This is an optimization exercise on Yosys and OpenROAD, whose aim is small area, a short achievable clock period and few clock cycles per item, not a production implementation. RTL that was checked went through simulation tests only; none was proved equivalent to the original. Power figures rest on the tool's default switching activity, not on a simulated workload.

==> 11-25: inputs <==
## rdm_responder
module rdm_responder (
    input  wire        clk,
    input  wire        rst,            
    input  wire [47:0] own_uid,        
    input  wire        rx_valid,
    input  wire [7:0]  rx_data,
    input  wire        rx_last,
    output reg         rx_ready,
    output reg         tx_valid,
    output reg  [7:0]  tx_data,
    output reg         tx_last,
    output reg         tx_break,
    input  wire        tx_ready,
    output reg         mute_line,
    output reg         mute_evt,
    output reg         identify_line,
    output reg         identify_evt
);
make LEC_CHECK=0 CAP_MARGIN=20 CORE_MARGIN=2 CORE_UTILIZATION=40 PLACE_DENSITY=0.6 SLEW_MARGIN=20 finish   # period 10.0 ns
run.sh (not shown) runs the stock make flow with config.mk's settings and CLKGATE_MAP_FILE= SYNTH_SCRIPT=/design/flow/synth_recipe.tcl, a recipe that flattens the netlist after the stock synthesis.
==> 09-19: changes against 11-25 <==
--- a/flow/design.v
+++ b/flow/design.v
@@ -29,16 +29,31 @@
         reg [7:0] g, t;
         begin
             g = a & b;
             t = a | b;
             cy8 = g[7] | (t[7] & (g[6] | (t[6] & (g[5] | (t[5] & (g[4] |
                   (t[4] & (g[3] | (t[3] & (g[2] | (t[2] & (g[1] | (t[1] & g[0])))))))))))));
         end
     endfunction
+    function ge8c(input [7:0] a, input [7:0] k);      
+        integer i;
+        reg r, e;
+        begin
+            r = 1'b0; e = 1'b1;
+            for (i = 7; i >= 0; i = i - 1) begin
+                if (!k[i]) r = r | (e & a[i]);
+                e = e & ~(a[i] ^ k[i]);
+            end
+            ge8c = r | e;
+        end
+    endfunction
+    function inr8(input [7:0] a, input [7:0] lo, input [7:0] hi);    
+        inr8 = ge8c(a, lo) & ~ge8c(a, hi + 8'd1);
+    endfunction
     localparam [2:0] PD_TWO = 3'd0, PD_SUPP = 3'd1, PD_DEVINFO = 3'd2,
                      PD_MODEL = 3'd3, PD_MFR = 3'd4, PD_SWVER = 3'd5,
                      PD_LABEL = 3'd6, PD_IDENT = 3'd7;
     reg  [4:0]  ph;
     reg         m_v, m_l, s_l;
     reg  [7:0]  m_d, s_d;
     wire        hs = rx_valid & ~s_full;
     reg  [7:0]  pos;           
@@ -70,34 +85,37 @@
     reg         r_nack;
     reg  [2:0]  r_pd;
     reg  [1:0]  r_rc;                  
     reg  [5:0]  r_end;                 
     reg  [4:0]  dd;                    
     reg  [7:0]  ob_tx;                 
     reg         hb;                    
     reg         lpd;                   
+    reg  [9:0]  o_cn;
+    wire [7:0]  o_pd = ~o_cn[9:2];             
     reg         sb_v, sb_l, sb_b;
     reg         o_nv;                  
     reg  [7:0]  sb_d;
     wire [7:0]  b      = m_d;
     wire        b_eq_o = (b == ob_rx);
     wire        b_gt_o = (b > ob_rx);
     wire        b_ff   = (b == 8'hFF);
     wire        p_lo   = (pos[7:6] == 2'd0);         
     wire        ld;
     wire        lead_z   = (lead == 6'd0);
     wire        lead_p   = ~lead[5] & ~lead_z;
     wire        f_safe   = ~done_pend & (~hb | lead_p | (lead_z & ld));
     wire        inact_bank = ~bank;
-    wire        w_al     = (wd == 5'd0);
+    reg         w_al;                   
+    reg         r_al;                   
     wire        go       = ~(fpos & ~f_safe) & ~(rpos & ~w_al);
     wire        c        = m_v & go;
     wire        mfree    = ~m_v | c;
-    wire        ml_seen   = (pos > 8'd2);
+    wire        ml_seen   = ge8c(pos, 8'd3);
     wire        at_cshi   = ml_seen & (pos == ml) & ~cshf;
     wire        frame_ok  = hok & pdlok & cshf & cshok & (sum[7:0] == b) & ~bad;
     wire        addressed = uni | all_ | vend;
     wire        new_done  = c & m_l & frame_ok & addressed;
     reg  [2:0]  rsel_n;
     always @* begin
         case (pos[5:0])
             6'd2, 6'd23, 6'd29: rsel_n = 3'd0;
@@ -211,17 +229,16 @@
             3'd0: own_tx_n = own_uid[47:40];
             3'd1: own_tx_n = own_uid[39:32];
             3'd2: own_tx_n = own_uid[31:24];
             3'd3: own_tx_n = own_uid[23:16];
             3'd4: own_tx_n = own_uid[15:8];
             default: own_tx_n = own_uid[7:0];
         endcase
     end
-    wire        r_al    = (dd[3:0] == 4'd0);
     wire [7:0]  tap31   = bank ? ring1[255:248] : ring0[255:248];
     wire [7:0]  tap15   = bank ? ring1[127:120] : ring0[127:120];
     wire [7:0]  lab_b   = dd[4] ? tap15 : tap31;
     reg  [7:0]  pd_b;
     always @* begin
         pd_b = 8'h00;
         case (r_pd)
             PD_TWO:   pd_b = idx[0] ? {4'd0, r_rc[1] & r_rc[0], r_rc[1] & ~r_rc[0], 1'b0, |r_rc} : 8'h00;
@@ -250,31 +267,31 @@
                           2'd1: pd_b = 8'h4C;
                           default: pd_b = 8'h50;
                       endcase
             PD_SWVER: pd_b = idx[0] ? 8'h31 : 8'h76;
             PD_LABEL: pd_b = lab_b;
             default:  pd_b = {7'd0, identify_line};
         endcase
     end
-    wire        add_p  = r_std ? (idx <= r_end) : (idx >= 6'd9 && idx <= 6'd20);
-    wire [8:0]  lsum   = {1'b0, tL} + {1'b0, tx_data};
+    wire        add_p  = r_std ? ~hi_done : inr8({2'b00, idx}, 8'd9, 8'd20);
+    wire [8:0]  lsum   = {1'b0, tL} + {1'b0, o_pd};
     wire [5:0]  tHc    = tc ? inc6(tH) : tH;
     wire [5:0]  tHc1   = tc ? inc6(inc6(tH)) : inc6(tH);
-    wire [5:0]  t_hi   = (add_p & cy8(tL, tx_data)) ? tHc1 : tHc;
+    wire [5:0]  t_hi   = (add_p & cy8(tL, o_pd)) ? tHc1 : tHc;
     wire        at_end = (idx == r_end);
     reg  [7:0]  nb;
     always @* begin
         nb = 8'h00;
         if (r_std) begin
             if (hi_done)
                 nb = tL;
             else if (at_end)
                 nb = {2'b00, t_hi};
-            else if (idx >= 6'd24)
+            else if (ge8c({2'b00, idx}, 8'd24))
                 nb = pd_b;
             else case (idx[4:0])
                 5'd0:  nb = 8'hCC;
                 5'd1:  nb = 8'h01;
                 5'd2:  nb = {2'b00, r_end};
                 5'd3:  nb = f_src0;
                 5'd4:  nb = f_src1;
                 5'd5:  nb = f_src2;
@@ -288,38 +305,41 @@
                 5'd18: nb = f_sd0;
                 5'd19: nb = f_sd1;
                 5'd20: nb = inc8(f_cc);
                 5'd21: nb = f_pid0;
                 5'd22: nb = f_pid1;
                 default: nb = {2'b00, r_end[5:3] - 3'd3, r_end[2:0]};
             endcase
         end else begin
-            if (idx < 6'd7)
+            if (~ge8c({2'b00, idx}, 8'd7))
                 nb = 8'hFE;
             else if (idx == 6'd7)
                 nb = 8'hAA;
-            else if (idx < 6'd20)
+            else if (~ge8c({2'b00, idx}, 8'd20))
                 nb = ob_tx | (idx[0] ? 8'h55 : 8'hAA);
-            else if (idx < 6'd22)
+            else if (~ge8c({2'b00, idx}, 8'd22))
                 nb = {2'b00, t_hi} | (idx[0] ? 8'h55 : 8'hAA);
             else
                 nb = tL | (idx[0] ? 8'h55 : 8'hAA);
         end
     end
     wire        nb_last = r_std ? hi_done : (idx == 6'd23);
     wire        avail   = ~lpd | r_al;
     assign      ld      = act & avail & ~sb_v;
     wire        put  = ld | start;
     wire [7:0]  pb   = start ? (std_rep ? 8'hCC : 8'hFE) : nb;
     wire        pl   = ~start & nb_last;
     wire        pbrk = start ? std_rep : r_std;
     wire        o_free = o_nv | tx_ready;
+    wire        o_load = o_free & (sb_v | put);
+    wire [9:0]  o_new  = sb_v ? {sb_d, sb_l, sb_b} : {pb, pl, pbrk};
     wire [4:0]  base_ac = bank ? base1 : base0;
-    wire        wr_ring = c & p_lo & (pos[5:0] >= 6'd24) & (pos[5:0] <= 6'd55);
+    wire [4:0]  dd_s    = ph - base_ac + 5'd24;
+    wire        wr_ring = c & inr8(pos, 8'd24, 8'd55);
     wire [5:0]  pos6    = pos[5:0];
     wire [5:0]  lead_s0 = inc6(inc6(~pos6));        
     wire [5:0]  lead_s1 = inc6(~pos6);              
     wire [5:0]  idx_i   = inc6(idx);
     wire [5:0]  lead_i  = inc6(lead);
     wire [5:0]  lead_d  = dec6(lead);
     always @(posedge clk) begin
         ring0 <= {ring0[247:0], (wr_ring & ~inact_bank) ? b : ring0[255:248]};
@@ -347,174 +367,189 @@
             if (pos == 8'd19) f_sd1  <= b;
             if (pos == 8'd20) f_cc   <= b;
             if (pos == 8'd21) f_pid0 <= b;
             if (pos == 8'd22) f_pid1 <= b;
             if (pos == 8'd23) begin
                 pdl0    <= (b == 8'd0);
                 pdl1    <= (b == 8'd1);
                 pdl12   <= (b == 8'd12);
-                pdlle32 <= (b <= 8'd32);
+                pdlle32 <= ~ge8c(b, 8'd33);
             end
             if (pos == 8'd24) begin
                 idnz <= |b;
                 if (inact_bank) base1 <= ph;
                 else            base0 <= ph;
             end
-            if (p_lo && pos6 >= 6'd24 && pos6 <= 6'd29) begin
+            if (inr8(pos, 8'd24, 8'd29)) begin
                 if (pos6 == 6'd24 || !lo_dec) begin
                     lo_dec  <= ~b_eq_o;
                     lo_fail <= b_gt_o;
                 end
             end
-            if (p_lo && pos6 >= 6'd30 && pos6 <= 6'd35) begin
+            if (inr8(pos, 8'd30, 8'd35)) begin
                 if (pos6 == 6'd30 || !hi_dec) begin
                     hi_dec  <= ~b_eq_o;
                     hi_fail <= ~b_gt_o & ~b_eq_o;
                 end
             end
             if (pos == 8'd0) begin
                 hok   <= (b == 8'hCC);
                 uni   <= 1'b1;
                 all_  <= 1'b1;
                 vend  <= 1'b1;
                 pdlok <= 1'b0;
                 cshf  <= 1'b0;
                 bad   <= 1'b0;
                 sum   <= {8'd0, b};
             end else begin
                 if (pos == 8'd1 && b != 8'h01) hok <= 1'b0;
-                if (pos >= 8'd3 && pos <= 8'd8) begin
+                if (inr8(pos, 8'd3, 8'd8)) begin
                     if (!b_eq_o) uni <= 1'b0;
                     if (!b_ff)   all_ <= 1'b0;
-                    if (pos <= 8'd4 ? !b_eq_o : !b_ff) vend <= 1'b0;
+                    if (~ge8c(pos, 8'd5) ? !b_eq_o : !b_ff) vend <= 1'b0;
                 end
                 if (pos == 8'd23)
                     pdlok <= ({1'b0, b} + 9'd24 == {1'b0, ml});
                 if (cshf) begin
                     if (!m_l) bad <= 1'b1;
                 end else if (at_cshi) begin
                     cshf  <= 1'b1;
                     cshok <= (sum[15:8] == b);
                 end else
                     sum <= sum + {8'd0, b};
             end
         end
-        if (c && pos == 8'd24) wd <= 5'd0;
-        else if (!c)           wd <= wd + 5'd1;
+        if (c && pos == 8'd24) begin
+            wd   <= 5'd0;
+            w_al <= 1'b1;
+        end else if (!c) begin
+            wd   <= wd + 5'd1;
+            w_al <= (wd == 5'd31);
+        end
         if (start) begin
             idx     <= 6'd1;
             hi_done <= 1'b0;
             lpd     <= 1'b0;
             r_std   <= std_rep;
             r_nack  <= d_nack;
             r_pd    <= d_pd;
             r_rc    <= d_rc;
             r_end   <= d_end;
             tL      <= 8'h00;
             tH      <= 6'd0;
             tc      <= 1'b0;
-            dd      <= ph - base_ac + 5'd24;
+            dd      <= dd_s;
+            r_al    <= (dd_s[3:0] == 4'd0);
         end else begin
             if (ld) begin
                 idx     <= idx_i;
                 hi_done <= r_std & at_end;
                 if (idx == 6'd23) lpd <= r_std & (r_pd == PD_LABEL) & (r_end != 6'd24);
-                else if (idx + 6'd1 == r_end) lpd <= 1'b0;
+                else if (idx_i == r_end) lpd <= 1'b0;
                 if (add_p) begin
                     tL <= lsum[7:0];
                     tH <= tHc;
                     tc <= lsum[8];
                 end
             end else
-                dd <= dd + 5'd1;
+            begin
+                dd   <= dd + 5'd1;
+                r_al <= (dd[3:0] == 4'd15);
+            end
         end
         if (ld) ob_tx <= own_tx_n;
         if (start)
             lead <= c ? (m_l ? 6'd1 : lead_s1) : lead_s0;
         else if (c & m_l)
             lead <= ld ? idx_i : idx;
         else if (ld & ~c)
             lead <= lead_i;
         else if (c & ~ld)
             lead <= lead_d;
-        if (o_free) begin
-            if (sb_v) {tx_data, tx_last, tx_break} <= {sb_d, sb_l, sb_b};
-            else if (put) {tx_data, tx_last, tx_break} <= {pb, pl, pbrk};
-        end
+        if (o_load) begin
+            {tx_data, tx_last, tx_break} <= o_new;
+            o_cn <= ~o_new;
+        end else
+            {tx_data, tx_last, tx_break} <= ~o_cn;
     end
+    reg         rst_q;
+    wire        rr = rst | rst_q;
     always @(posedge clk) begin
+        rst_q <= rst;
         if (rst) begin
+            rx_ready <= 1'b0;
+        end else if (rst_q) begin
+            rx_ready <= 1'b1;
+        end else if (mfree)
+            rx_ready <= 1'b1;
+        else if (hs)
+            rx_ready <= 1'b0;
+        if (rr) begin
+            tx_valid      <= 1'b0;
+            mute_line     <= 1'b0;
+            mute_evt      <= 1'b0;
+            identify_line <= 1'b0;
+            identify_evt  <= 1'b0;
+        end else begin
+            if (o_free)
+                tx_valid <= sb_v | put;
+            mute_evt     <= disp & e_mute;
+            identify_evt <= disp & e_ident;
+            if (disp & e_mute)
+                mute_line <= ~f_pid1[0];            
+            if (disp & e_ident)
+                identify_line <= idnz;
+        end
+        if (rst_q) begin
             ph            <= 5'd0;
             m_v           <= 1'b0;
-            rx_ready      <= 1'b1;
             s_full        <= 1'b0;
             pos           <= 8'd0;
             fpos          <= 1'b0;
             rpos          <= 1'b0;
             done_pend     <= 1'b0;
             bank          <= 1'b0;
             len0          <= 6'd24;
             len1          <= 6'd24;
             act           <= 1'b0;
             hb            <= 1'b0;
             sb_v          <= 1'b0;
-            tx_valid      <= 1'b0;
             o_nv          <= 1'b1;
-            mute_line     <= 1'b0;
-            mute_evt      <= 1'b0;
-            identify_line <= 1'b0;
-            identify_evt  <= 1'b0;
         end else begin
             ph <= ph + 5'd1;
             if (mfree) begin
-                m_v      <= s_full | hs;
-                rx_ready <= 1'b1;
-                s_full   <= 1'b0;
-            end else if (hs) begin
-                rx_ready <= 1'b0;
-                s_full   <= 1'b1;
-            end
+                m_v    <= s_full | hs;
+                s_full <= 1'b0;
+            end else if (hs)
+                s_full <= 1'b1;
             if (c) begin
                 if (m_l) pos <= 8'd0;
-                else if (pos != 8'hFF) pos <= pos + 8'd1;
-                fpos <= ~m_l & p_lo & (pos6 >= 6'd8)  & (pos6 <= 6'd21);
-                rpos <= ~m_l & p_lo & (pos6 >= 6'd24) & (pos6 <= 6'd54);
+                else if (pos != 8'hFF) pos <= inc8(pos);
+                fpos <= ~m_l & inr8(pos, 8'd8, 8'd21);
+                rpos <= ~m_l & inr8(pos, 8'd24, 8'd54);
                 if (pos == 8'd23) begin
                     if (inact_bank) len1 <= ml[5:0];
                     else            len0 <= ml[5:0];
                 end
             end
             if (new_done) begin
                 done_pend <= 1'b1;
                 s_uni     <= uni;
             end else if (disp)
                 done_pend <= 1'b0;
-            mute_evt     <= 1'b0;
-            identify_evt <= 1'b0;
-            if (disp) begin
-                if (e_mute) begin
-                    mute_line <= ~f_pid1[0];        
-                    mute_evt  <= 1'b1;
-                end
-                if (e_ident) begin
-                    identify_line <= idnz;
-                    identify_evt  <= 1'b1;
-                end
-                if (e_label)
-                    bank <= ~bank;
-            end
+            if (disp & e_label)
+                bank <= ~bank;
             if (start) begin
                 act <= 1'b1;
                 hb  <= std_rep;
             end else if (ld) begin
                 if (nb_last) act <= 1'b0;
                 if (idx == 6'd22) hb <= 1'b0;
             end
             if (o_free) begin
-                tx_valid <= sb_v | put;
-                o_nv     <= ~(sb_v | put);
-                sb_v     <= 1'b0;
+                o_nv <= ~(sb_v | put);
+                sb_v <= 1'b0;
             end else if (put)
                 sb_v <= 1'b1;
         end
     end
 endmodule
==> flow/flow/run.sh (new file) <==
#!/bin/bash
# Standard layout (the standard.sh, unchanged), with timing repair asked
# for SETUP_SLACK_MARGIN ns of extra setup slack at the design's own clock,
# and the port buffers made with the plain buf_1 cell.
set -euo pipefail
cd "$(dirname "$0")/.."
export SETUP_SLACK_MARGIN=7.0
export BUFFER_PORTS_ARGS="-buffer_cell sky130_fd_sc_hd__buf_1"
bash standard.sh finish > flow_make.log 2>&1
==> flow/standard.sh (new file) <==
#!/bin/bash
# synth_recipe.tcl (not shown) runs the flow's synth.tcl, then flattens the netlist and writes it again
# the make line also repeats each setting of config.mk as NAME=value (left out here)
make -C /OpenROAD-flow-scripts/flow DESIGN_CONFIG=/design/flow/config.mk WORK_HOME=/design/flow/orfs CLKGATE_MAP_FILE= SYNTH_SCRIPT=/design/flow/synth_recipe.tcl "${@:-finish}"
- CORE_UTILIZATION: 40 -> 60
- CTS_CLUSTER_DIAMETER: unset -> 60
- CTS_CLUSTER_SIZE: unset -> 36
- PLACE_DENSITY: 0.6 -> 0.75
removed: flow/run.sh
==> results.txt <==
Global-route usage: 09-19 is higher than 11-25 (8.7 points). Sequential power is about the same in 09-19 and 11-25. Between 11-25 and 09-19, the lower cell count is in 09-19 (gap 8.7%, measured against 09-19). In 11-25 the total power is larger than in 09-19, by about 19%. Of 11-25 and 09-19, 09-19 has the higher hold slack (gap 13 ps). Between 09-19 and 11-25, the lower combinational power is in 09-19 (gap about 70%, measured against 11-25). Clock skew: 09-19 is higher than 11-25 (27 ps). Between 11-25 and 09-19, the lower utilization is in 11-25 (gap 22 points). Of 09-19 and 11-25, 09-19 has the higher wire length (gap 0.21%, measured against 11-25). In 09-19 the via count is larger than in 11-25, by about 5%. Against 11-25, the clock-buffer cell count of 09-19 is lower by 63.
Testbench counts of 09-19, summed over its fixed seeds: cycles 39,462, requests 1,280.
For 11-25, only the layout was checked, not whether the RTL still works.

## what the ideal ports hide
The flow's constraints put no driver on any port. The routed layouts listed below were extracted and timed again, unchanged, in two steps. Step 1 assumes that a clkbuf_16 drives the clock port and a buf_2 every other input. Step 2 times the ports against the registers' clock, not the clock port: input delays grow and output delays shrink by t, the midpoint of the rising clock arrivals with the driver on. a / b / c = ideal ports / drivers / drivers and shift; a / b = the first two.
run | shift t [ns] | slack for setup (ns) | worst hold slack (ns) | clock arrival spread, ns | worst register clock-pin slew, ns
11-25 | 0.671 | 5.707 / 5.707 / 5.707 | 0.311 / 0.311 / 0.311 | 0.026 / 0.027 | 0.07 / 0.07
09-19 | 0.659 | 6.895 / 6.838 / 6.644 | 0.325 / 0.325 / 0.325 | 0.057 / 0.057 | 0.12 / 0.12
After both steps setup and hold are still met in every run listed. For 09-19, which loses most, drivers alone change the setup slack by -0.057 ns; drivers and shift together by -0.251 ns.
